Background: an optimization exercise with open tools, aiming at small area. Do not read the settings as production practice.
At most, simulation tests tie the RTL to the original design; equivalence was not proved.
For runs 1 and 3, only the layout was checked, not whether the RTL still works.
No activity file was given, so power comes from the tool's default toggle rates.

===== flow/config.mk =====
export PLATFORM = sky130hd
export DESIGN_NAME = csb_top
export DESIGN_NICKNAME = csb_top
export VERILOG_FILES = /design/flow/design.v
export SDC_FILE = /design/flow/constraint.sdc
export NUM_CORES = 4
export LEC_CHECK = 0
export CAP_MARGIN = 20
export CORE_MARGIN = 2
export CORE_UTILIZATION = 60
export CTS_BUF_LIST = sky130_fd_sc_hd__clkbuf_8
export CTS_CLUSTER_SIZE = 20
export GPL_TIMING_DRIVEN = 0
export SLEW_MARGIN = 20

===== flow/constraint.sdc =====
create_clock -name core_clock -period 10.0 [get_ports {clk}]
set_input_delay 2.0000 -clock core_clock [delete_from_list [all_inputs] [get_ports {clk}]]
set_output_delay 2.0000 -clock core_clock [all_outputs]
set_load 0.01 [all_outputs]

===== flow/design.v =====
module csb_top (
    input  wire        clk,
    input  wire        rst,           
    input  wire        ctl_valid,
    input  wire [31:0] ctl_word,
    output reg         resp_valid,
    output wire [1:0]  resp_code,
    output reg  [31:0] resp_value,
    output reg         lc_line_valid,
    output wire [1:0]  lc_line,
    output reg         lc_role_valid,
    output wire        lc_role,
    output wire [1:0]  lc_pull,
    output reg         obs_valid,
    output wire [1:0]  obs_mask,
    input  wire        cap_valid,
    input  wire [31:0] cap_word,
    output reg         cap_rearm,     
    output wire        meas_req,
    output wire [2:0]  meas_ch,
    input  wire        meas_ack,
    input  wire        meas_err,
    input  wire [15:0] meas_data,
    output wire        tx_valid,
    output wire [7:0]  tx_data,
    input  wire        tx_ready,
    output wire        sleep_req,
    output wire [23:0] sleep_us,
    input  wire        timer_done
);
    localparam integer NSLOTS      = 4;
    localparam integer K           = 10;
    localparam integer TAKE_CYCLES = 8;
    localparam integer WIN_LO      = 500;
    localparam integer WIN_HI      = 2000;
    localparam integer HDR_LEN     = 20;
    localparam integer PAYLOAD_MAX = 32;
    localparam integer SPAN        = HDR_LEN + PAYLOAD_MAX;    
    localparam integer PKT_LEN     = SPAN + 4;                 
    localparam integer STALL_MAX   = 100;
    localparam [23:0]  STALL_SLEEP_US = 24'd500;
    localparam [23:0]  IDLE_US_RESET  = 24'd1000;
    localparam [4:0]   PROTO_VERSION  = 5'd1;
    localparam [3:0] PH_STOPPED     = 4'd0,
                     PH_CYCLE_START = 4'd1,
                     PH_TELEM       = 4'd2,
                     PH_ASSEMBLE    = 4'd3,
                     PH_SEAL        = 4'd4,
                     PH_TX_DECIDE   = 4'd5,
                     PH_TX_WRITE    = 4'd6,
                     PH_TX_SLEEP    = 4'd7,
                     PH_CLEAR       = 4'd8,
                     PH_IDLE_SLEEP  = 4'd9;
    localparam [1:0] RC_OK = 2'd0, RC_ILLEGAL = 2'd1, RC_RESERVED = 2'd2, RC_BADIDX = 2'd3;
    reg [1:0]                 pw, pr, pbase;
    reg [NSLOTS*PAYLOAD_MAX*8-1:0] slot_data;
    reg [NSLOTS*6-1:0]        slot_len;
    reg [NSLOTS-1:0]          slot_line;
    reg [NSLOTS*8-1:0]        slot_type;
    reg [NSLOTS-1:0]          slot_part;
    reg                       lost_pending;
    reg [31:0]                drops;
    reg [5:0]                 caplen;
    reg [31:0]                crc;
    reg [3:0]                 phase;
    reg [31:0]                pkt_seq;
    reg                       seq_zero;    
    reg [3:0]                 cyc;
    reg                       pending0;
    reg [5:0]                 tx_off;
    reg [31:0]                stall;
    reg                       aborted;
    reg                       wake;
    reg                       autostopped;
    reg [2:0]                 tch;
    reg [5:0]                 seal_idx;
    reg [7:0]                 pkt_tcode;
    reg                       pkt_part, pkt_lost, pkt_pol;
    reg [5:0]                 pkt_plen;
    reg [PAYLOAD_MAX*8-1:0]   pkt_pl;      
    reg [79:0]                tel;
    reg [4:0]                 meas_errs;
    reg                       active;
    reg                       run;
    reg [1:0]                 line_sel;
    reg                       role;
    reg [1:0]                 pull;
    reg                       suppress;
    reg                       autostop;
    reg [23:0]                idle_us;
    reg [1:0]                 err_code;
    assign resp_code = err_code;
    assign lc_line   = line_sel;
    assign lc_role   = role;
    assign lc_pull   = pull;
    assign obs_mask  = line_sel;
    function [31:0] crc_byte;
        input [31:0] c;
        input [7:0]  b;
        integer i;
        reg [31:0] t;
        begin
            t = c ^ {24'd0, b};
            for (i = 0; i < 8; i = i + 1)
                t = t[0] ? ((t >> 1) ^ 32'hEDB88320) : (t >> 1);
            crc_byte = t;
        end
    endfunction
    function in_window;
        input [15:0] v;
        begin
            in_window = ($signed(v) > WIN_LO) && ($signed(v) < WIN_HI);
        end
    endfunction
    wire [31:0] seq = seq_zero ? 32'd0 : pkt_seq;
    wire [5:0] bidx = (phase == PH_SEAL) ? seal_idx : tx_off;
    wire [5:0] pidx = bidx - 6'd20;
    wire [7:0] pl_byte = pkt_pl[pidx[4:0]*8 +: 8];
    wire [PKT_LEN*8-1:0] hdr_bytes = {~crc, 256'd0, 16'd0, 10'd0, pkt_plen,
                                      pkt_tcode, PROTO_VERSION, pkt_part, pkt_lost, pkt_pol,
                                      tel, pkt_seq};
    reg [7:0] pkt_byte;
    always @(*) begin
        if (bidx >= 6'd20 && bidx < 6'd52)
            pkt_byte = ({1'b0, pidx[4:0]} < pkt_plen) ? pl_byte : 8'd0;
        else
            pkt_byte = hdr_bytes[bidx*8 +: 8];
    end
    wire [7:0] op = ctl_word[7:0];
    reg  [1:0] ctl_code;
    reg        ctl_exec;
    reg [31:0] rd_value;
    wire [1:0] lw = pw - pbase;
    wire [1:0] lr = pr - pbase;
    always @(*) begin
        ctl_code = RC_OK;
        case (op)
            8'h01: if (ctl_word[31:9]  != 0) ctl_code = RC_RESERVED;
            8'h02: if (ctl_word[31:8]  != 0) ctl_code = RC_RESERVED;
            8'h03: if (ctl_word[31:10] != 0) ctl_code = RC_RESERVED;
            8'h04: if (ctl_word[31:11] != 0 || (!ctl_word[8] && ctl_word[10:9] != 0)) ctl_code = RC_RESERVED;
            8'h05: if (ctl_word[31:9]  != 0) ctl_code = RC_RESERVED;
            8'h06: if (ctl_word[31:9]  != 0) ctl_code = RC_RESERVED;
            8'h07: ctl_code = RC_OK;
            8'h08: if (ctl_word[31:16] != 0) ctl_code = RC_RESERVED;
            default: ctl_code = RC_ILLEGAL;
        endcase
        ctl_exec = ctl_valid && (ctl_code == RC_OK);
        rd_value = 32'd0;
        case (ctl_word[15:8])
            8'h00: rd_value = {14'd0, aborted, pending0, phase, meas_errs, active, wake,
                               autostopped, lost_pending, (pw == pr), (phase != PH_STOPPED), run};
            8'h01: rd_value = {25'd0, autostop, suppress, pull, role, line_sel};
            8'h02: rd_value = {8'd0, idle_us};
            8'h03: rd_value = seq;
            8'h04: rd_value = {30'd0, lw};
            8'h05: rd_value = {30'd0, lr};
            8'h06: rd_value = {30'd0, pw - pr};
            8'h07: rd_value = drops;
            8'h08: rd_value = stall;
            8'h09: rd_value = {28'd0, cyc};
            8'h0A: rd_value = {16'd0, tel[15:0]};
            8'h0B: rd_value = {16'd0, tel[31:16]};
            8'h0C: rd_value = {16'd0, tel[47:32]};
            8'h0D: rd_value = {16'd0, tel[63:48]};
            8'h0E: rd_value = {16'd0, tel[79:64]};
            8'h0F: rd_value = crc;
            8'h10: rd_value = {26'd0, caplen};
            8'h11: rd_value = {26'd0, tx_off};
            8'h12: rd_value = {30'd0, err_code};
            default: rd_value = 32'd0;
        endcase
        if (op == 8'h08 && ctl_code == RC_OK && ctl_word[15:8] > 8'h12)
            ctl_code = RC_BADIDX;
    end
    wire cap_ok    = cap_valid && (cap_word[31:16] == 16'd0);
    wire cap_byte  = cap_ok && (cap_word[7:0] == 8'h10);
    wire cap_event = cap_ok && (cap_word[7:0] == 8'h11 || cap_word[7:0] == 8'h12);
    wire cap_cmpl  = cap_word[7:0] == 8'h11;
    wire cap_wr = !rst && cap_byte && !caplen[5];
    genvar g;
    generate
        for (g = 0; g < NSLOTS*PAYLOAD_MAX; g = g + 1) begin : g_slot_byte
            always @(posedge clk)
                if (cap_wr && {pw, caplen[4:0]} == g)
                    slot_data[g*8 +: 8] <= cap_word[15:8];
        end
    endgenerate
    assign meas_req  = (phase == PH_TELEM);
    assign meas_ch   = tch;
    assign tx_valid  = (phase == PH_TX_WRITE);
    assign tx_data   = pkt_byte;
    assign sleep_req = (phase == PH_TX_SLEEP) || (phase == PH_IDLE_SLEEP);
    assign sleep_us  = (phase == PH_TX_SLEEP) ? STALL_SLEEP_US : idle_us;
    reg [1:0]  t_pw, t_pr, t_base;
    reg [NSLOTS*6-1:0] t_len;
    reg [NSLOTS-1:0]   t_line;
    reg [NSLOTS*8-1:0] t_type;
    reg [NSLOTS-1:0]   t_part;
    reg        t_lost;
    reg [31:0] t_drops;
    reg        t_run;
    reg        t_seq_zero;
    reg [3:0]  t_cyc;
    reg        t_autostopped;
    reg        t_wake;
    reg [1:0]  t_line_sel;
    reg        t_suppress;
    reg        t_autostop;
    reg [1:0]  wn;
    reg [31:0] crc_next;
    reg [31:0] stall_next;
    reg        p_lost, p_wake, p_seq_zero;    
    reg        pl_load;
    reg [1:0]  pl_src;
    always @(posedge clk)
        if (pl_load)
            pkt_pl <= slot_data[pl_src*PAYLOAD_MAX*8 +: PAYLOAD_MAX*8];
    always @(posedge clk) begin
        slot_len  <= t_len;
        slot_line <= t_line;
        slot_type <= t_type;
        slot_part <= t_part;
    end
    always @(*) begin
        t_pw = pw;
        t_pr = pr;
        t_base = pbase;
        t_len  = slot_len;
        t_line = slot_line;
        t_type = slot_type;
        t_part = slot_part;
        t_lost        = lost_pending;
        t_drops       = drops;
        t_run         = run;
        t_seq_zero    = seq_zero;
        t_cyc         = cyc;
        t_autostopped = autostopped;
        t_wake        = wake;
        t_line_sel    = line_sel;
        t_suppress    = suppress;
        t_autostop    = autostop;
        wn = 2'd0;
        stall_next = stall + {31'd0, ~&stall};
        pl_load = 1'b0;
        pl_src  = pr;
        if (ctl_exec) begin
            case (op)
                8'h01: begin
                    t_run = ctl_word[8];
                    if (ctl_word[8]) begin
                        t_seq_zero    = 1'b1;
                        t_cyc         = 4'd0;
                        t_autostopped = 1'b0;
                    end
                end
                8'h02: begin
                    t_pr    = pw;
                    t_base  = pw;
                    t_lost  = 1'b0;
                    t_drops = 32'd0;
                    t_seq_zero = 1'b1;
                    t_cyc   = 4'd0;
                end
                8'h03: t_line_sel = ctl_word[9:8];
                8'h05: t_suppress = ctl_word[8];
                8'h06: t_autostop = ctl_word[8];
                default: ;
            endcase
        end
        if (cap_event) begin
            t_len[t_pw*6 +: 6]  = caplen;
            t_line[t_pw]        = active;
            t_type[t_pw*8 +: 8] = cap_word[15:8];
            t_part[t_pw]        = ~cap_cmpl;
            wn = t_pw + 2'd1;
            if (wn == t_pr) begin
                t_pr    = t_pr + 2'd1;
                t_lost  = 1'b1;
                t_drops = t_drops + {31'd0, ~&t_drops};
            end
            t_pw = wn;
            if (cap_cmpl) t_wake = 1'b1;
        end
        p_lost     = t_lost;
        p_wake     = t_wake;
        p_seq_zero = t_seq_zero;
        case (phase)
            PH_CYCLE_START: begin
                if (t_run) begin
                    t_seq_zero = 1'b0;
                    t_wake     = 1'b0;
                end
            end
            PH_ASSEMBLE: begin
                if (t_cyc < TAKE_CYCLES) begin
                    if (t_pr != t_pw) begin
                        pl_load = 1'b1;
                        pl_src  = t_pr;
                        t_pr = t_pr + 2'd1;
                    end
                    t_lost = 1'b0;
                end
            end
            PH_TX_WRITE: begin
                if (!tx_ready) begin
                    if (stall_next > STALL_MAX && t_autostop) begin
                        t_run         = 1'b0;
                        t_autostopped = 1'b1;
                    end
                end
            end
            PH_TX_SLEEP, PH_IDLE_SLEEP: begin
                if (timer_done || t_wake) t_wake = 1'b0;
            end
            PH_CLEAR: begin
                t_cyc = (t_cyc == K - 1) ? 4'd0 : t_cyc + 4'd1;
            end
            default: ;
        endcase
        if (rst) pl_load = 1'b0;
    end
    always @(posedge clk) begin
        if (rst) begin
            pw <= 2'd0;
            pr <= 2'd0;
            pbase <= 2'd0;
            lost_pending <= 1'b0;
            drops        <= 32'd0;
            caplen       <= 6'd0;
            crc          <= 32'hFFFFFFFF;
            phase        <= PH_STOPPED;
            seq_zero     <= 1'b1;
            cyc          <= 4'd0;
            pending0     <= 1'b0;
            tx_off       <= 6'd0;
            stall        <= 32'd0;
            aborted      <= 1'b0;
            wake         <= 1'b0;
            autostopped  <= 1'b0;
            tch          <= 3'd0;
            tel          <= 80'd0;
            meas_errs    <= 5'd0;
            active       <= 1'b0;
            run          <= 1'b0;
            line_sel     <= 2'd0;
            role         <= 1'b0;
            pull         <= 2'd0;
            suppress     <= 1'b0;
            autostop     <= 1'b1;
            idle_us      <= IDLE_US_RESET;
            err_code     <= 2'd0;
            resp_valid    <= 1'b0;
            lc_line_valid <= 1'b0;
            lc_role_valid <= 1'b0;
            obs_valid     <= 1'b0;
            cap_rearm     <= 1'b0;
        end else begin
            resp_valid    <= ctl_valid;
            resp_value    <= (ctl_valid && op == 8'h08 && ctl_code == RC_OK) ? rd_value : 32'd0;
            lc_line_valid <= ctl_exec && op == 8'h03;
            lc_role_valid <= ctl_exec && op == 8'h04;
            obs_valid     <= ctl_exec && op == 8'h01 && ctl_word[8];
            if (ctl_valid)
                err_code <= ctl_code;
            if (ctl_exec && op == 8'h04) begin
                role <= ctl_word[8];
                pull <= ctl_word[10:9];
            end
            if (ctl_exec && op == 8'h07)
                idle_us <= ctl_word[31:8];
            cap_rearm <= cap_event;
            if (cap_byte) begin
                if (!caplen[5])
                    caplen <= caplen + 6'd1;
            end else if (cap_event) begin
                caplen <= 6'd0;
            end
            case (phase)
                PH_STOPPED: begin
                    if (t_run) phase <= PH_CYCLE_START;
                end
                PH_CYCLE_START: begin
                    if (!t_run) begin
                        phase <= PH_STOPPED;
                    end else begin
                        pkt_seq  <= (p_seq_zero ? 32'd0 : pkt_seq) + 32'd1;
                        pending0 <= (t_pw != t_pr);
                        aborted  <= 1'b0;
                        phase    <= (t_cyc == 4'd0) ? PH_TELEM : PH_ASSEMBLE;
                    end
                end
                PH_TELEM: begin
                    if (meas_ack) begin
                        if (!meas_err) begin
                            tel[tch*16 +: 16] <= meas_data;
                            meas_errs[tch] <= 1'b0;
                        end else begin
                            meas_errs[tch] <= 1'b1;
                        end
                        if (tch == 3'd4) begin
                            tch <= 3'd0;
                            if (in_window(tel[15:0]))
                                active <= (t_line_sel == 2'd1);
                            else if (in_window(tel[31:16]))
                                active <= (t_line_sel != 2'd2);
                            phase <= PH_ASSEMBLE;
                        end else begin
                            tch <= tch + 3'd1;
                        end
                    end
                end
                PH_ASSEMBLE: begin
                    pkt_plen <= pl_load ? t_len[pl_src*6 +: 6] : 6'd0;
                    if (t_cyc < TAKE_CYCLES) begin
                        if (pl_load) begin
                            pkt_tcode <= t_type[pl_src*8 +: 8];
                            pkt_part  <= t_part[pl_src];
                            pkt_lost  <= p_lost;
                            pkt_pol   <= t_line[pl_src];
                        end else begin
                            pkt_tcode <= 8'd0;
                            pkt_part  <= 1'b0;
                            pkt_lost  <= p_lost;
                            pkt_pol   <= active;
                        end
                    end
                    seal_idx <= 6'd0;
                    phase    <= PH_SEAL;
                end
                PH_SEAL: begin
                    crc_next = crc_byte((seal_idx == 6'd0) ? 32'hFFFFFFFF : crc, pkt_byte);
                    crc <= crc_next;
                    if (seal_idx == SPAN - 1) begin
                        phase   <= PH_TX_DECIDE;
                    end else begin
                        seal_idx <= seal_idx + 6'd1;
                    end
                end
                PH_TX_DECIDE: begin
                    if (pkt_plen != 6'd0 || !t_suppress) begin
                        tx_off <= 6'd0;
                        stall  <= 32'd0;
                        phase  <= PH_TX_WRITE;
                    end else begin
                        phase  <= PH_CLEAR;
                    end
                end
                PH_TX_WRITE: begin
                    if (tx_ready) begin
                        tx_off <= tx_off + 6'd1;
                        if (tx_off == PKT_LEN - 1) phase <= PH_CLEAR;
                    end else begin
                        stall <= stall_next;
                        if (stall_next > STALL_MAX && t_autostop) begin
                            aborted <= 1'b1;
                            phase   <= PH_CLEAR;
                        end else begin
                            phase <= PH_TX_SLEEP;
                        end
                    end
                end
                PH_TX_SLEEP: begin
                    if (timer_done || p_wake) phase <= PH_TX_WRITE;
                end
                PH_CLEAR: begin
                    if (aborted)        phase <= PH_STOPPED;
                    else if (!pending0) phase <= PH_IDLE_SLEEP;
                    else                phase <= PH_CYCLE_START;
                end
                PH_IDLE_SLEEP: begin
                    if (timer_done || p_wake) phase <= PH_CYCLE_START;
                end
                default: phase <= PH_STOPPED;
            endcase
            pw <= t_pw;
            pr <= t_pr;
            pbase <= t_base;
            lost_pending <= t_lost;
            drops        <= t_drops;
            run          <= t_run;
            seq_zero     <= t_seq_zero;
            cyc          <= t_cyc;
            autostopped  <= t_autostopped;
            wake         <= t_wake;
            line_sel     <= t_line_sel;
            suppress     <= t_suppress;
            autostop     <= t_autostop;
        end
    end
endmodule

===== flow/run.sh =====
#!/bin/bash
# synth_recipe.tcl (not shown) runs the flow's synth.tcl, then flattens the netlist and writes it again
# the make line also repeats each setting of config.mk as NAME=value (left out here)
make -C /OpenROAD-flow-scripts/flow DESIGN_CONFIG=/design/flow/config.mk WORK_HOME=/design/flow/orfs CLKGATE_MAP_FILE= SYNTH_SCRIPT=/design/flow/synth_recipe.tcl finish

==> out/results.md, run 1 <==
| Step | Metric | Reported |
|---|---|---|
| pwr | Int Pwr | 10.5 mW |
| run | Max-cap violations | 0 |
| logic synthesis | Warnings, synthesis | 1 |
| die | IO Count | 172 |
| detailed routing | Residual DRC | 0 |
| cts | CTS Hold Buffers Added | 0 |
| logic synthesis | Sequential fraction of the synthesis area | 65.4% |
| logic synthesis | Number of storage elements in the synthesis netlist | 1687 |
| sta | Rel. slew slack | 11.3% |
| cts | Cell at the root of the clock tree | sky130_fd_sc_hd__clkbuf_8 |
| cts | Post-CTS clock slew at the launch and capture registers of the worst setup and hold paths | 0.06 ns |
| setup path | Startpoint kind of the worst setup timing path | flop |
| logic synthesis | Distinct cells, synth | 102 |
| final layout | Synthesis-to-layout area growth | 12.8% |
| cts | Clock insertion delay at the later pin of the skew report | 1.03 ns |
| pwr | Power density normalized to cell area | 165 nW/µm² |
| die | Initial cell density of the core | 60.5% |
| logic synthesis | Predominant post-synthesis flop cell | sky130_fd_sc_hd__edfxtp_1 |
| sta | Setup-violating endpoint count in the final report | 0 |
| global routing | GRT Residual Overflow | 0 |
| sta | Final worst path period need | 9.16 ns |
| global routing | Number of antenna violations at the first check in global routing | 17 |
| place | Port Buf Inserts | 166 |
| die | Die ar. | 124000 µm² |
| global routing | Number of global-route vias before repair | 52400 |
| detailed routing | Detail-routed net length per standard cell | 29.5 µm |
| min path | Kind of path behind the tightest hold check | reg2reg |
| die | Placeable core region | 120000 µm² |
| global routing | Met2 usage | 61.6% |
| sta | Period Utilization, post-route | 91.6% |
| setup path | CP Max Fanout | 10 |
| pwr | Portion of total power attributed to the clock network | 42.2% |
| cts | CTS Buffer Depth | 4 |
| global routing | Layer with the highest usage | met2 |
| logic synthesis | Leading cell types by total area after synthesis | sky130_fd_sc_hd__edfxtp_1, sky130_fd_sc_hd__dfxtp_1, sky130_fd_sc_hd__nand2_1 |
| die | Number of standard-cell rows in the floorplan | 127 |
| global routing | Total Routing Usage GR | 41.3% |
| sta | Unrepaired setup endpoints after global routing | no |
| pwr | Net Sw Frac | 21.9% |
| place | Cells after DPL | 8227 |
| pwr | Max rail drop VDD | 174 µV |
| detailed routing | Number of nets with antenna violations after detailed routing | 0 |
| final layout | Share of cells above drive strength 1 | 7.94% |
| detailed routing | Vias after detailed routing | 56500 |
| cts | Sinks on Clock Net | 1687 |
| sta | Hold Fails Final Rpt | 0 |
| die | Chip Height | 352 µm |
| detailed routing | Avg Vias per Cell | 6.48 |
| die | Horizontal die dimension | 352 µm |
| logic synthesis | Most area-hungry cell type in the Yosys netlist | sky130_fd_sc_hd__edfxtp_1 |
| final layout | Filler instances | 8920 |
| pwr | Final Power | 13.5 mW |
| logic synthesis | Yosys top cell area share | 56.5% |
| pwr | Sw power | 2.95 mW |
| setup path | CP Capture Type | primary output |
| run status | Result of the run | no timing/DRC/antenna violations |
| cts | Maximum level of the CTS H-tree | 5 |
| detailed routing | Count of TritonRoute iterations in the first routing pass | 9 |
| sta | Layout Skew | 0.0621 ns |
| detailed routing | Starting DRC count in detailed routing | 9110 |
| logic synthesis | Cell area after synthesis | 72600 µm² |
| final layout | Final core utilization | 68.2% |
| sta | Worst-Margin Slew | 1.33 ns |
| place | Last weighted congestion value of the routability-driven placer | 1.06 |
| cts | TritonCTS clock tree | built |
| cts | Number of buffers created by CTS | 287 |
| pwr | Leakage power of the design | 29.2 nW |
| setup path | Kind of critical path | reg2out |
| setup path | Data arrival time of the critical path | 7.16 ns |
| final layout | Final net count | 7025 |
| detailed routing | Overall routed net length | 258000 µm |
| logic synthesis | Share of synthesized registers carrying an async set or reset | 0% |
| logic synthesis | Instance count of the mapped netlist | 6429 |
| sta | Final Max Tran Viols | 0 |
| logic synthesis | Mean post-synth cell area | 11.3 µm² |
| global routing | First-pass GRT wire length | 362000 µm |
| final layout | Layout Cells excl Fill | 8720 |
| global routing | Met1 capacity usage during global routing | 54.0% |
| place | Dpl hpwl | 180000 µm |
| cts | Number of gates given a new drive strength after cts | 0 |
| global routing | Largest net degree at the start of global routing | 90 |
| setup path | Data required time of the worst path | 8.00 ns |
| logic synthesis | Net count of the mapped netlist | 6550 |
| cts | Number of post-CTS setup repair buffers | 0 |
| sta | Maximum clock frequency | 109 MHz |
| pwr | Relative contribution of sequential cells to total power | 56.1% |
| logic synthesis | Post-synth EDFFs | 1367 |
| pwr | Logic pwr share | 1.7% |
| global routing | Met3 capacity usage during global routing | 11.6% |
## cell usage after synthesis, drive strengths merged, types with 86 or more instances
master / count
a31oi: 313
nor2: 557
edfxtp: 1367
o21ai: 86
a22oi: 110
mux2i: 95
nand3: 153
a21oi: 241
buf: 135
and3: 305
clkbuf: 305
dfxtp: 320
nor3: 96
nand2: 1552
## per-layer routing
layer | part of all wire [%] | vias to the layer above
met5 | 0.018 | -
met4 | 7.0 | 8
met3 | 13 | 871
met2 | 44 | 3964
met1 | 36 | 27400
li1 | - | 24300
## kinds of logic after synthesis
kind of cell	after synthesis	synth area share, %
XOR/XNOR	149	2.37
AO/OA/AOI/OAI	1050	9.71
adder cells (fa/ha/maj)	35	0.596
flip-flops	1687	65.4
buffers and inverters	495	2.88
multiplexers	105	1.56
AND/OR/NAND/NOR	2908	17.5
## power groups by stage
| stage | combinational (mW) | clock (mW) | sequential, mW |
|---|---|---|---|
| floorplan | 0.0450 | 0 | 7.72 |
| global placement | 0.213 | 0 | 7.74 |
| detailed placement | 0.228 | 0 | 7.71 |
| CTS | 0.229 | 5.69 | 7.56 |
| global route | 0.242 | 5.99 | 7.56 |
| finish | 0.235 | 5.69 | 7.56 |
## cell usage in the layout, fill, tap and decap left out, drive strengths merged, types with 8 or more instances in the layout
cell / instances
nand2: 1552
o21a: 16
a21o: 8
inv: 134
and3: 305
a21boi: 8
nor3: 96
nand2b: 22
edfxtp: 1367
xnor2: 73
mux2i: 95
a311oi: 9
ha: 33
nand3b: 8
nor2: 557
a222oi: 35
buf: 163
a22oi: 110
dfxtp: 320
clkdlybuf4s50: 158
nor4: 32
a32oi: 37
or3: 31
xor2: 59
a211oi: 13
nor2b: 41
clkinv: 87
a21oi: 241
a221oi: 26
and2: 40
xnor3: 13
diode: 13
clkbuf: 608
o22ai: 11
o21ai: 86
o211ai: 28
a31oi: 313
nand4: 39
a22o: 52
nand3: 153
## worst paths after layout
path	startpoint	to	slack [ns]	cells after the start
setup / recovery	phase[1]$_SDFFE_PP0P_	tx_data[4]	0.84	13
setup reg to reg	phase[1]$_SDFFE_PP0P_	crc[4]$_SDFFE_PP1P_	3.04	15
hold reg to reg	slot_len[3]$_DFF_P_	slot_len[3]$_DFF_P_	0.45	2
hold / removal	slot_len[3]$_DFF_P_	slot_len[3]$_DFF_P_	0.45	2
## stage by stage
| step | TNS (ns) | setup WS [ns] | area (µm²) | hold slack, ns |
|---|---|---|---|---|
| final | 0 | 0.839 | 81900 | 0.455 |
| after global routing | 0 | 0.956 | 81900 | 0.477 |
| after CTS | 0 | 1.21 | 81800 | 0.455 |
| after detailed placement | 0 | 2.00 | 76800 | 0.440 |
| after global placement | -417.96 | -1.64 | 76300 | 0.432 |
| after floorplan | 0 | 1.83 | 72600 | 0.418 |
## critical path, cell delays in order (launching register included)
cell and delay [ns]:
sky130_fd_sc_hd__dfxtp_1 0.29, sky130_fd_sc_hd__buf_2 0.18, sky130_fd_sc_hd__nor4b_4 0.66, sky130_fd_sc_hd__mux2i_1 0.34, sky130_fd_sc_hd__inv_2 0.16, sky130_fd_sc_hd__nor2_1 0.83
sky130_fd_sc_hd__buf_2 0.64, sky130_fd_sc_hd__clkbuf_1 0.95, sky130_fd_sc_hd__a32oi_1 0.36, sky130_fd_sc_hd__nand4_1 0.34, sky130_fd_sc_hd__nand4_1 0.25, sky130_fd_sc_hd__a21oi_2 0.51
sky130_fd_sc_hd__inv_1 0.10, sky130_fd_sc_hd__clkdlybuf4s50_1 0.53
## final cells by class
cell class | instances | area, µm² | area share [%]
clock buffer | 303 | 4170 | 5.09
antenna | 13 | 32.5 | 0.0397
buffer | 440 | 1910 | 2.33
multi-input combinational | 4247 | 23100 | 28.3
clock inverter | 177 | 860 | 1.05
inverter | 55 | 206 | 0.252
timing repair buffer | 186 | 2100 | 2.56
sequential | 1687 | 47500 | 58.0
tap | 1612 | 2020 | 2.46
## registers in the layout, summed over array words and instances (netlist names), 4 cells and up, named ones only
register	flops
slot_data	1024
pkt_pl	256
tel	80
crc	32
drops	32
pkt_seq	32
resp_value	32
slot_type	32
stall	32
idle_us	24
slot_len	24
pkt_tcode	8
caplen	6
pkt_plen	6
seal_idx	6
tx_off	6
cyc	4
phase	4
slot_line	4
slot_part	4
==> run 2, diff against run 1 <==
--- a/flow/design.v
+++ b/flow/design.v
@@ -331,5 +331,6 @@
             crc          <= 32'hFFFFFFFF;
             phase        <= PH_STOPPED;
-            seq_zero     <= 1'b1;
+            pkt_seq      <= 32'd0;
+            seq_zero     <= 1'b0;
             cyc          <= 4'd0;
             pending0     <= 1'b0;
@@ -340,4 +341,10 @@
             autostopped  <= 1'b0;
             tch          <= 3'd0;
+            seal_idx     <= 6'd0;
+            pkt_tcode    <= 8'd0;
+            pkt_part     <= 1'b0;
+            pkt_lost     <= 1'b0;
+            pkt_pol      <= 1'b0;
+            pkt_plen     <= 6'd0;
             tel          <= 80'd0;
             meas_errs    <= 5'd0;
@@ -352,4 +359,5 @@
             err_code     <= 2'd0;
             resp_valid    <= 1'b0;
+            resp_value    <= 32'd0;
             lc_line_valid <= 1'b0;
             lc_role_valid <= 1'b0;
@@ -412,7 +420,7 @@
                 end
                 PH_ASSEMBLE: begin
-                    pkt_plen <= pl_load ? t_len[pl_src*6 +: 6] : 6'd0;
                     if (t_cyc < TAKE_CYCLES) begin
                         if (pl_load) begin
+                            pkt_plen  <= t_len[pl_src*6 +: 6];
                             pkt_tcode <= t_type[pl_src*8 +: 8];
                             pkt_part  <= t_part[pl_src];
@@ -465,4 +473,5 @@
                 end
                 PH_CLEAR: begin
+                    pkt_plen <= 6'd0;
                     if (aborted)        phase <= PH_STOPPED;
                     else if (!pending0) phase <= PH_IDLE_SLEEP;
--- a/flow/config.mk
+++ b/flow/config.mk
@@ -8,7 +8,4 @@
 export CAP_MARGIN = 20
 export CORE_MARGIN = 2
-export CORE_UTILIZATION = 60
-export CTS_BUF_LIST = sky130_fd_sc_hd__clkbuf_8
-export CTS_CLUSTER_SIZE = 20
-export GPL_TIMING_DRIVEN = 0
+export CORE_UTILIZATION = 40
 export SLEW_MARGIN = 20
==> out/results.md, run 2 <==
| Step | Metric | Reported | Delta |
|---|---|---|---|
| final layout | Commonest non-fill, non-tap cells in the layout | sky130_fd_sc_hd__nand2_1, sky130_fd_sc_hd__edfxtp_1, sky130_fd_sc_hd__nor2_1 | unchanged |
| final layout | Most frequent standard cell in the layout excluding fill and tap cells | sky130_fd_sc_hd__nand2_1 | unchanged |
| setup path | Data required time of the worst path | 8.00 ns | about the same |
| sta | Layout Skew | 0.0613 ns | was 0.0621 ns |
| detailed routing | Number of nets with antenna violations after detailed routing | 0 | unchanged |
| cts | Cell at the root of the clock tree | sky130_fd_sc_hd__clkbuf_16 | was sky130_fd_sc_hd__clkbuf_8 |
| setup path | Worst R2R Path Depth | 20 | was 15 |
| pwr | Sw power | 3.32 mW | was 2.95 mW |
| final layout | Final net count | 6603 | was 7025 |
| run status | Result of the run | no timing/DRC/antenna violations | unchanged |
| logic synthesis | Net count of the mapped netlist | 6609 | was 6550 |
| pwr | Portion of total power attributed to the clock network | 45.1% | was 42.2% |
| detailed routing | Avg Vias per Cell | 5.81 | was 6.48 |
| pwr | Power density normalized to cell area | 181 nW/µm² | was 165 nW/µm² |
| cts | Post-CTS clock slew at the launch and capture registers of the worst setup and hold paths | 0.06 ns | about the same |
| sta | Unrepaired setup endpoints after global routing | no | unchanged |
| global routing | Number of antenna violations at the first check in global routing | 6 | was 17 |
| logic synthesis | Yosys top cell area share | 53.2% | was 56.5% |
| logic synthesis | Sequential fraction of the synthesis area | 64.5% | was 65.4% |
| cts | CTS Hold Buffers Added | 0 | unchanged |
| pwr | Max rail drop VDD | 139 µV | was 174 µV |
| global routing | Number of global-route vias before repair | 49300 | was 52400 |
| logic synthesis | Warnings, synthesis | 1 | unchanged |
| cts | Maximum level of the CTS H-tree | 4 | was 5 |
| logic synthesis | Cell area after synthesis | 72200 µm² | was 72600 µm² |
| setup path | CP Max Fanout | 25 | was 10 |
| place | Dpl ws | 1.43 ns | was 2.00 ns |
| logic synthesis | Mean post-synth cell area | 11.1 µm² | was 11.3 µm² |
| logic synthesis | Predominant post-synthesis flop cell | sky130_fd_sc_hd__edfxtp_1 | unchanged |
| die | Chip Height | 429 µm | was 352 µm |
| setup path | FF-to-FF End | crc[19]$_SDFFE_PP1P_ | was crc[4]$_SDFFE_PP1P_ |
| place | Last weighted congestion value of the routability-driven placer | 0.937 | was 1.06 |
| cts | Clock insertion delay at the later pin of the skew report | 0.85 ns | was 1.03 ns |
| detailed routing | Starting DRC count in detailed routing | 6304 | was 9110 |
| setup path | CP Capture Type | primary output | unchanged |
| setup path | Kind of critical path | reg2out | unchanged |
| global routing | Largest net degree at the start of global routing | 172 | was 90 |
| die | Die ar. | 184000 µm² | was 124000 µm² |
| place | Port Buf Inserts | 171 | was 166 |
| die | IO Count | 172 | unchanged |
| pwr | Net Sw Frac | 22.4% | was 21.9% |
| setup path | Startpoint of the worst-slack reg-to-reg timing path | phase[2]$_SDFFE_PP0P_ | was phase[1]$_SDFFE_PP0P_ |
| sta | Rel. slew slack | 17.6% | was 11.3% |
| cts | Number of buffers created by CTS | 178 | was 287 |
| sta | Setup slack after layout | 0.474 ns | was 0.839 ns |
| final layout | Share of cells above drive strength 1 | 6.67% | was 7.94% |
| min path | Hold Startpoint | pkt_tcode[1]$_SDFFE_PP0P_ | was slot_len[3]$_DFF_P_ |
| sta | Setup-violating endpoint count in the final report | 0 | unchanged |
| sta | Final Max Tran Viols | 0 | unchanged |
| setup path | Startpoint kind of the worst setup timing path | flop | unchanged |
| final layout | Synthesis-to-layout area growth | 13.5% | was 12.8% |
| pwr | Int Pwr | 11.5 mW | was 10.5 mW |
| final layout | Layout Cells excl Fill | 8983 | was 8720 |
| final layout | Final core utilization | 45.8% | was 68.2% |
| final layout | Largest register by flop count | slot_data | unchanged |
| sta | Worst-Margin Slew | 1.23 ns | was 1.33 ns |
| sta | Hold Fails Final Rpt | 0 | unchanged |
| cts | Sinks on Clock Net | 1687 | unchanged |
| cts | CTS Buffer Depth | 3 | was 4 |
| die | Number of standard-cell rows in the floorplan | 155 | was 127 |
| pwr | Final Power | 14.8 mW | was 13.5 mW |
| min path | Worst min-delay path endpoint | pkt_tcode[1]$_SDFFE_PP0P_ | was slot_len[3]$_DFF_P_ |
| sta | Period Utilization, post-route | 95.3% | was 91.6% |
| final layout | Flip-flop count of the largest register, all copies and words added | 1024 | unchanged |
| pwr | Relative contribution of sequential cells to total power | 51.1% | was 56.1% |
| final layout | Biggest registers after layout | slot_data: 1024 flops, pkt_pl: 256 flops, tel: 80 flops | unchanged |
| logic synthesis | Library cell with the highest instance count after synthesis | sky130_fd_sc_hd__nand2_1 | unchanged |
| pwr | Leakage power of the design | 28.5 nW | was 29.2 nW |
| sta | Worst hold margin | 0.461 ns | was 0.455 ns |
| logic synthesis | Post-synth EDFFs | 1280 | was 1367 |
| cts | TritonCTS clock tree | built | unchanged |
| global routing | First-pass GRT wire length | 337000 µm | was 362000 µm |
| die | Initial cell density of the core | 40.4% | was 60.5% |
| die | Placeable core region | 179000 µm² | was 120000 µm² |
| logic synthesis | Number of storage elements in the synthesis netlist | 1687 | unchanged |
| detailed routing | Count of TritonRoute iterations in the first routing pass | 9 | unchanged |
| run | Max-cap violations | 0 | unchanged |
| min path | Kind of path behind the tightest hold check | reg2reg | unchanged |
| place | Cells after DPL | 8656 | was 8227 |
| global routing | GRT Residual Overflow | 0 | unchanged |
| sta | Total negative slack | 0 ns | unchanged |
| detailed routing | Residual DRC | 0 | unchanged |
| logic synthesis | Leading cell types by total area after synthesis | sky130_fd_sc_hd__edfxtp_1, sky130_fd_sc_hd__dfxtp_1, sky130_fd_sc_hd__nand2_1 | unchanged |
| sta | Maximum clock frequency | 105 MHz | was 109 MHz |
| detailed routing | Overall routed net length | 231000 µm | was 258000 µm |
| sta | Final worst path period need | 9.53 ns | was 9.16 ns |
| logic synthesis | Most instantiated cells after synthesis | sky130_fd_sc_hd__nand2_1, sky130_fd_sc_hd__edfxtp_1, sky130_fd_sc_hd__nor2_1, sky130_fd_sc_hd__dfxtp_1, sky130_fd_sc_hd__clkbuf_1 | was sky130_fd_sc_hd__nand2_1, sky130_fd_sc_hd__edfxtp_1, sky130_fd_sc_hd__nor2_1, sky130_fd_sc_hd__dfxtp_1, sky130_fd_sc_hd__a31oi_1 |
| detailed routing | Detail-routed net length per standard cell | 25.7 µm | was 29.5 µm |
| cts | Number of gates given a new drive strength after cts | 0 | unchanged |
| pwr | Logic pwr share | 3.8% | was 1.7% |
| logic synthesis | Instance count of the mapped netlist | 6488 | was 6429 |
| cts | Number of post-CTS setup repair buffers | 0 | unchanged |
| logic synthesis | Most area-hungry cell type in the Yosys netlist | sky130_fd_sc_hd__edfxtp_1 | unchanged |
| logic synthesis | Share of synthesized registers carrying an async set or reset | 0% | unchanged |
| detailed routing | Vias after detailed routing | 52200 | was 56500 |
| place | Dpl hpwl | 144000 µm | was 180000 µm |
| final layout | Final design area excluding fillers | 81900 µm² | about the same |
| die | Horizontal die dimension | 429 µm | was 352 µm |
| place | Instance area after placement | 76000 µm² | was 76800 µm² |
| global routing | Total Routing Usage GR | 24.4% | was 41.3% |
| setup path | Slack of the worst reg-to-reg path | 2.27 ns | was 3.04 ns |
| setup path | Data arrival time of the critical path | 7.53 ns | was 7.16 ns |
| logic synthesis | Distinct cells, synth | 90 | was 102 |
| min path | Hold Path Cell Cnt | 2 | unchanged |
run 2: routing by layer:
metal / track usage (%) / vias up / part of all wire [%]
met5: 0 / - / 0.020
met2: 38.0 / 2347 / 45
met4: 11.3 / 6 / 5.1
li1: - / 23600 / -
met3: 4.53 / 490 / 7.7
met1: 33.2 / 25800 / 42
run 2: layout make-up:
| type | count | area (µm²) |
|---|---|---|
| clock buffer | 230 | 4770 |
| multi-input combinational | 4308 | 23800 |
| inverter | 51 | 193 |
| fill | 16300 | 96900 |
| sequential | 1687 | 46600 |
| tap | 2355 | 2950 |
| clock inverter | 95 | 1150 |
| timing repair buffer | 256 | 2510 |
| antenna | 1 | 2.50 |
run 2: worst max path at each step:
stage | start | slack, ns | to | cells past startpoint
2_1_floorplan | ctl_word[0] | 1.22 | pkt_tcode[0]$_SDFFE_PP0P_ | 12
3_3_place_gp | phase[2]$_SDFFE_PP0P_ | 1.58 | tx_data[7] | 18
3_5_place_dp | phase[2]$_SDFFE_PP0P_ | 1.43 | tx_data[5] | 17
4_1_cts | phase[2]$_SDFFE_PP0P_ | 0.56 | tx_data[5] | 17
5_1_grt | phase[2]$_SDFFE_PP0P_ | 0.08 | tx_data[5] | 17
6_report | phase[2]$_SDFFE_PP0P_ | 0.47 | tx_data[5] | 17
run 2: critical path, stage by stage (launching register included):
cell and delay [ns]:
sky130_fd_sc_hd__dfxtp_1 0.63, sky130_fd_sc_hd__or4b_2 0.74, sky130_fd_sc_hd__mux2_2 0.70, sky130_fd_sc_hd__clkinv_1 0.14, sky130_fd_sc_hd__buf_4 0.26, sky130_fd_sc_hd__ha_1 0.34
sky130_fd_sc_hd__nor2b_1 0.18, sky130_fd_sc_hd__o21ai_0 0.53, sky130_fd_sc_hd__nand2_1 0.22, sky130_fd_sc_hd__inv_1 0.19, sky130_fd_sc_hd__ha_1 0.27, sky130_fd_sc_hd__a21oi_1 0.14
sky130_fd_sc_hd__nor2_1 0.08, sky130_fd_sc_hd__nor4_4 0.48, sky130_fd_sc_hd__o41ai_1 0.17, sky130_fd_sc_hd__or4_1 0.48, sky130_fd_sc_hd__o21ai_2 0.49, sky130_fd_sc_hd__clkdlybuf4s50_1 0.65
run 2: logic make-up after synthesis:
| family | synth area share [%] |
|---|---|
| simple gates | 17.5 |
| xor+xnor | 1.98 |
| compound gates | 10.1 |
| mux | 2.51 |
| flops | 64.5 |
| buf+inv | 2.81 |
| fa+ha+maj | 0.572 |
run 2: power by group through the flow:
stage	registers, mW	logic [mW]	clock network, mW
finish	7.56	0.558	6.68
global route	7.56	0.603	7.05
CTS	7.56	0.554	6.78
detailed placement	7.71	0.553	0
global placement	7.71	0.545	0
floorplan	7.69	0.303	0
==> run 3, diff against run 2 <==
--- a/flow/design.v
+++ b/flow/design.v
@@ -331,6 +331,5 @@
             crc          <= 32'hFFFFFFFF;
             phase        <= PH_STOPPED;
-            pkt_seq      <= 32'd0;
-            seq_zero     <= 1'b0;
+            seq_zero     <= 1'b1;
             cyc          <= 4'd0;
             pending0     <= 1'b0;
@@ -341,10 +340,4 @@
             autostopped  <= 1'b0;
             tch          <= 3'd0;
-            seal_idx     <= 6'd0;
-            pkt_tcode    <= 8'd0;
-            pkt_part     <= 1'b0;
-            pkt_lost     <= 1'b0;
-            pkt_pol      <= 1'b0;
-            pkt_plen     <= 6'd0;
             tel          <= 80'd0;
             meas_errs    <= 5'd0;
@@ -359,5 +352,4 @@
             err_code     <= 2'd0;
             resp_valid    <= 1'b0;
-            resp_value    <= 32'd0;
             lc_line_valid <= 1'b0;
             lc_role_valid <= 1'b0;
@@ -420,7 +412,7 @@
                 end
                 PH_ASSEMBLE: begin
+                    pkt_plen <= pl_load ? t_len[pl_src*6 +: 6] : 6'd0;
                     if (t_cyc < TAKE_CYCLES) begin
                         if (pl_load) begin
-                            pkt_plen  <= t_len[pl_src*6 +: 6];
                             pkt_tcode <= t_type[pl_src*8 +: 8];
                             pkt_part  <= t_part[pl_src];
@@ -473,5 +465,4 @@
                 end
                 PH_CLEAR: begin
-                    pkt_plen <= 6'd0;
                     if (aborted)        phase <= PH_STOPPED;
                     else if (!pending0) phase <= PH_IDLE_SLEEP;
==> flow/flow/run.sh (new file) <==
#!/bin/bash
# Layout flow: the standard flow, except that synthesis maps the logic with
# Yosys's default area-oriented ABC script instead of ORFS's speed script.
# Everything else (register mapping, flattening, renaming, floorplan, power grid,
# placement, CTS, routing) is the standard flow via standard.sh.
set -euo pipefail
W=$(pwd)

# synthesis script: synth_recipe.tcl sourcing a copy of ORFS's synth.tcl whose
# only change is the ABC mapping call
python3 - "$W" <<'PY'
import sys, re, os
w = sys.argv[1]
src = open(os.path.join(os.environ["FLOW_HOME"], "scripts", "synth.tcl")).read()
old = "  log_cmd abc {*}$abc_args\n"
assert src.count(old) == 1, "abc call not found"
src = src.replace(old, "  log_cmd abc {*}$lib_args {*}$lib_dont_use_args\n")
open(os.path.join(w, "own_synth.tcl"), "w").write(src)
b = open(os.path.join(w, "synth_recipe.tcl")).read()
line = "source $::env(SCRIPTS_DIR)/synth.tcl"
assert b.count(line) == 1, "synth.tcl source line not found"
open(os.path.join(w, "own_synth_recipe.tcl"), "w").write(b.replace(line, "source " + os.path.join(w, "own_synth.tcl")))
PY

# the standard make command, with the synthesis script swapped and target synth
MK=$(grep '^make ' standard.sh)
MK=${MK//synth_recipe.tcl/own_synth_recipe.tcl}
MK=${MK//'"${@:-finish}"'/synth}
echo "$MK" > own_synth_cmd.txt
eval "$MK" > own_synth.log 2>&1

# the rest of the standard flow
bash standard.sh > standard_finish.log 2>&1
==> flow/standard.sh (new file) <==
#!/bin/bash
# synth_recipe.tcl (not shown) runs the flow's synth.tcl, then flattens the netlist and writes it again
# the make line also repeats each setting of config.mk as NAME=value (left out here)
make -C /OpenROAD-flow-scripts/flow DESIGN_CONFIG=/design/flow/config.mk WORK_HOME=/design/flow/orfs CLKGATE_MAP_FILE= SYNTH_SCRIPT=/design/flow/synth_recipe.tcl "${@:-finish}"
--- a/flow/config.mk
+++ b/flow/config.mk
@@ -8,4 +8,7 @@
 export CAP_MARGIN = 20
 export CORE_MARGIN = 2
-export CORE_UTILIZATION = 40
+export CORE_UTILIZATION = 60
+export CTS_BUF_LIST = sky130_fd_sc_hd__clkbuf_8
+export CTS_CLUSTER_SIZE = 20
+export GPL_TIMING_DRIVEN = 0
 export SLEW_MARGIN = 20
removed: flow/run.sh
==> out/results.md, run 3 <==
| Step | Metric | Reported | Delta |
|---|---|---|---|
| pwr | Portion of total power attributed to the clock network | 33.8% | was 45.1% |
| die | Initial cell density of the core | 60.3% | was 40.4% |
| cts | Clock insertion delay at the later pin of the skew report | 0.97 ns | was 0.85 ns |
| logic synthesis | Mean post-synth cell area | 14.8 µm² | was 11.1 µm² |
| pwr | Logic pwr share | 19.5% | was 3.8% |
| final layout | Flip-flop count of the largest register, all copies and words added | 1024 | unchanged |
| setup path | Startpoint kind of the worst setup timing path | flop | unchanged |
| pwr | Sw power | 4.99 mW | was 3.32 mW |
| final layout | Filler instances | 7867 | was 16300 |
| logic synthesis | Distinct cells, synth | 70 | was 90 |
| setup path | CP Max Fanout | 70 | was 25 |
| sta | Rel. slew slack | 14.0% | was 17.6% |
| global routing | Number of antenna violations at the first check in global routing | 5 | was 6 |
| die | Placeable core region | 114000 µm² | was 179000 µm² |
| setup path | Data arrival time of the critical path | 7.61 ns | was 7.53 ns |
| final layout | Sequential Area | 47500 µm² | was 46600 µm² |
| cts | Number of post-CTS setup repair buffers | 0 | unchanged |
| pwr | Net Sw Frac | 29.5% | was 22.4% |
| logic synthesis | Number of storage elements in the synthesis netlist | 1687 | unchanged |
| global routing | Total Routing Usage GR | 34.4% | was 24.4% |
| final layout | Largest register by flop count | slot_data | unchanged |
| global routing | GRT Residual Overflow | 0 | unchanged |
| sta | Unrepaired setup endpoints after global routing | no | unchanged |
| cts | Maximum level of the CTS H-tree | 5 | was 4 |
| sta | Final Max Tran Viols | 0 | unchanged |
| logic synthesis | Net count of the mapped netlist | 4754 | was 6609 |
| logic synthesis | Sequential fraction of the synthesis area | 69.0% | was 64.5% |
| detailed routing | Avg Vias per Cell | 6.64 | was 5.81 |
| final layout | Biggest registers after layout | slot_data: 1024 flops, pkt_pl: 256 flops, tel: 80 flops | unchanged |
| cts | Cell at the root of the clock tree | sky130_fd_sc_hd__clkbuf_8 | was sky130_fd_sc_hd__clkbuf_16 |
| logic synthesis | Instance count of the mapped netlist | 4633 | was 6488 |
| die | IO Count | 172 | unchanged |
| global routing | Largest net degree at the start of global routing | 109 | was 172 |
| sta | Maximum clock frequency | 104 MHz | was 105 MHz |
| logic synthesis | Post-synth EDFFs | 1367 | was 1280 |
| die | Number of standard-cell rows in the floorplan | 124 | was 155 |
| setup path | CP Capture Type | primary output | unchanged |
| logic synthesis | Cell area after synthesis | 68700 µm² | was 72200 µm² |
| die | Die ar. | 117000 µm² | was 184000 µm² |
| setup path | Slack of the worst reg-to-reg path | 2.11 ns | was 2.27 ns |
| final layout | Share of cells above drive strength 1 | 15.3% | was 6.67% |
| final layout | Multi-input logic area | 21600 µm² | was 23800 µm² |
| cts | CTS Buffer Depth | 4 | was 3 |
| run status | Result of the run | no timing/DRC/antenna violations | unchanged |
| pwr | Int Pwr | 11.9 mW | was 11.5 mW |
| sta | Period Utilization, post-route | 96.1% | was 95.3% |
| sta | Final worst path period need | 9.61 ns | was 9.53 ns |
| detailed routing | Number of nets with antenna violations after detailed routing | 0 | unchanged |
| detailed routing | Count of TritonRoute iterations in the first routing pass | 10 | was 9 |
| logic synthesis | Predominant post-synthesis flop cell | sky130_fd_sc_hd__edfxtp_1 | unchanged |
| min path | Kind of path behind the tightest hold check | reg2reg | unchanged |
| pwr | Power density normalized to cell area | 212 nW/µm² | was 181 nW/µm² |
| logic synthesis | Leading cell types by total area after synthesis | sky130_fd_sc_hd__edfxtp_1, sky130_fd_sc_hd__dfxtp_1, sky130_fd_sc_hd__mux4_2 | was sky130_fd_sc_hd__edfxtp_1, sky130_fd_sc_hd__dfxtp_1, sky130_fd_sc_hd__nand2_1 |
| logic synthesis | Most area-hungry cell type in the Yosys netlist | sky130_fd_sc_hd__edfxtp_1 | unchanged |
| cts | Sinks on Clock Net | 1687 | unchanged |
| detailed routing | Residual DRC | 0 | unchanged |
| sta | Hold Fails Final Rpt | 0 | unchanged |
| logic synthesis | Yosys top cell area share | 59.7% | was 53.2% |
| detailed routing | Detail-routed net length per standard cell | 29.2 µm | was 25.7 µm |
| detailed routing | Starting DRC count in detailed routing | 5983 | was 6304 |
| cts | Number of buffers created by CTS | 290 | was 178 |
| logic synthesis | Library cell with the highest instance count after synthesis | sky130_fd_sc_hd__edfxtp_1 | was sky130_fd_sc_hd__nand2_1 |
| detailed routing | Overall routed net length | 201000 µm | was 231000 µm |
| die | Chip Height | 342 µm | was 429 µm |
| final layout | Commonest non-fill, non-tap cells in the layout | sky130_fd_sc_hd__edfxtp_1, sky130_fd_sc_hd__nand2_1, sky130_fd_sc_hd__nor2_1 | was sky130_fd_sc_hd__nand2_1, sky130_fd_sc_hd__edfxtp_1, sky130_fd_sc_hd__nor2_1 |
| run | Max-cap violations | 0 | unchanged |
| logic synthesis | Warnings, synthesis | 1 | unchanged |
| sta | Worst-Margin Slew | 1.27 ns | was 1.23 ns |
| final layout | Most frequent standard cell in the layout excluding fill and tap cells | sky130_fd_sc_hd__edfxtp_1 | was sky130_fd_sc_hd__nand2_1 |
| pwr | Final Power | 16.9 mW | was 14.8 mW |
| setup path | Kind of critical path | reg2out | unchanged |
| global routing | Number of global-route vias before repair | 44300 | was 49300 |
| sta | Setup-violating endpoint count in the final report | 0 | unchanged |
| place | Last weighted congestion value of the routability-driven placer | 1.01 | was 0.937 |
| pwr | Leakage power of the design | 25.9 nW | was 28.5 nW |
| detailed routing | Vias after detailed routing | 45800 | was 52200 |
| final layout | Synthesis-to-layout area growth | 16.2% | was 13.5% |
| pwr | Max rail drop VDD | 232 µV | was 139 µV |
| place | Dpl hpwl | 133000 µm | was 144000 µm |
| setup path | Data required time of the worst path | 8.00 ns | about the same |
| sta | Layout Skew | 0.0944 ns | was 0.0613 ns |
| pwr | Relative contribution of sequential cells to total power | 46.7% | was 51.1% |
| logic synthesis | Share of synthesized registers carrying an async set or reset | 0% | unchanged |
| global routing | First-pass GRT wire length | 294000 µm | was 337000 µm |
| cts | Post-CTS clock slew at the launch and capture registers of the worst setup and hold paths | 0.06 ns | about the same |
| final layout | Final net count | 5306 | was 6603 |
| cts | Number of gates given a new drive strength after cts | 0 | unchanged |
| cts | CTS Hold Buffers Added | 0 | unchanged |
| cts | TritonCTS clock tree | built | unchanged |
| die | Horizontal die dimension | 342 µm | was 429 µm |
| final layout | Final core utilization | 70.0% | was 45.8% |
| logic synthesis | Most instantiated cells after synthesis | sky130_fd_sc_hd__edfxtp_1, sky130_fd_sc_hd__nand2_1, sky130_fd_sc_hd__nor2_1, sky130_fd_sc_hd__dfxtp_1, sky130_fd_sc_hd__a21oi_1 | was sky130_fd_sc_hd__nand2_1, sky130_fd_sc_hd__edfxtp_1, sky130_fd_sc_hd__nor2_1, sky130_fd_sc_hd__dfxtp_1, sky130_fd_sc_hd__clkbuf_1 |
| place | Port Buf Inserts | 171 | unchanged |
==> run 3: layer usage <==
layer,track usage (%),vias to the layer above,part of all wire (%)
li1,-,19700,-
met1,46.8,22900,39
met2,53.1,2645,46
met3,6.72,515,9.2
met4,18.1,4,5.7
met5,0,-,0.012
==> run 3: path summary, 6_finish.rpt <==
path,from,endpoint,cells past startpoint
worst max-delay path,phase[2]$_SDFFE_PP0P_,tx_data[1],12
worst min-delay path,slot_type[4]$_DFF_P_,slot_type[4]$_DFF_P_,2
worst max register to register,phase[2]$_SDFFE_PP0P_,crc[23]$_SDFFE_PP1P_,16
worst min register to register,slot_type[4]$_DFF_P_,slot_type[4]$_DFF_P_,2
==> run 3: area by class of cell <==
type / instances / share of cell area [%]
clock inverter: 183 / 1.18
antenna: 3 / 0.00940
sequential: 1687 / 59.4
tap: 1512 / 2.37
clock buffer: 307 / 5.29
multi-input combinational: 2902 / 27.0
inverter: 42 / 0.235
timing repair buffer: 260 / 4.46
buffer: 2 / 0.0188
==> run 3: worst max-delay path, stage by stage, from the launching register on <==
cell                              delay, ns
sky130_fd_sc_hd__dfxtp_2               0.53
sky130_fd_sc_hd__or4b_4                0.87
sky130_fd_sc_hd__mux2_1                0.61
sky130_fd_sc_hd__clkinv_1              0.63
sky130_fd_sc_hd__ha_2                  0.91
sky130_fd_sc_hd__clkinvlp_4            0.53
sky130_fd_sc_hd__ha_1                  0.43
sky130_fd_sc_hd__o21a_1                0.10
sky130_fd_sc_hd__o21ai_0               0.22
sky130_fd_sc_hd__a21o_1                0.27
sky130_fd_sc_hd__o211ai_1              0.14
sky130_fd_sc_hd__a21oi_1               0.76
sky130_fd_sc_hd__clkdlybuf4s50_1       0.68
==> run 3: cells by family (layout without fill, tap and decap cells) <==
kind of cell	after synthesis	count (layout)	share of synthesized area, %
flip-flops	1687	1687	69.0
AND/OR/NAND/NOR	1485	1485	9.85
AO/OA/AOI/OAI	957	957	9.08
multiplexers	306	306	9.53
XOR/XNOR	120	120	1.63
buffers and inverters	44	794	0.251
adder cells (fa/ha/maj)	34	34	0.615
other	0	3	0
==> run 3: power by group through the flow <==
| stage | Clock [mW] | Sequential, mW | Combinational (mW) |
|---|---|---|---|
| floorplan | 0 | 7.92 | 2.03 |
| global placement | 0 | 8.06 | 3.15 |
| detailed placement | 0 | 8.03 | 3.23 |
| CTS | 5.78 | 7.89 | 3.25 |
| global route | 6.09 | 7.90 | 3.49 |
| finish | 5.71 | 7.90 | 3.29 |
==> run 3: per-stage QoR <==
| step | setup TNS, ns | hold slack, ns | instance area (µm²) | cells | worst slack, ns |
|---|---|---|---|---|---|
| 5_1_grt | 0 | 0.449 | 79800 | 6896 | 0.133 |
| 2_1_floorplan | -706.54 | 0.404 | 69000 | 4633 | -2.62 |
| 4_1_cts | 0 | 0.441 | 79800 | 6895 | 0.0307 |
| 6_report | 0 | 0.444 | 79900 | 6898 | 0.388 |
| 3_3_place_gp | -7597.69 | 0.417 | 72600 | 6316 | -8.55 |
| 3_5_place_dp | 0 | 0.421 | 74700 | 6405 | 0.641 |

## static timing again, ports no longer ideal
In the flow no input, the clock included, has a driving cell. The finished layouts below were timed again as built, in two steps. Step 1 assumes that a clkbuf_16 drives the clock port and a buf_2 every other input. Step 2 times the ports against the registers' clock, not the clock port: input delays grow and output delays shrink by t, the midpoint of the rising clock arrivals with the driver on. a / b / c = ideal / step 1 / step 2; a / b = the first two.
run	t (ns)	setup WS [ns]	clock arrival spread, ns	pins driven straight from the clock port
run 1	1.064	0.839 / 0.773 / 1.775	0.067 / 0.066	1
run 2	0.904	0.474 / 0.392 / 1.296	0.064 / 0.064	1
run 3	0.988	0.388 / 0.318 / 0.730	0.096 / 0.096	1
After both steps setup and hold are still met in every run listed.
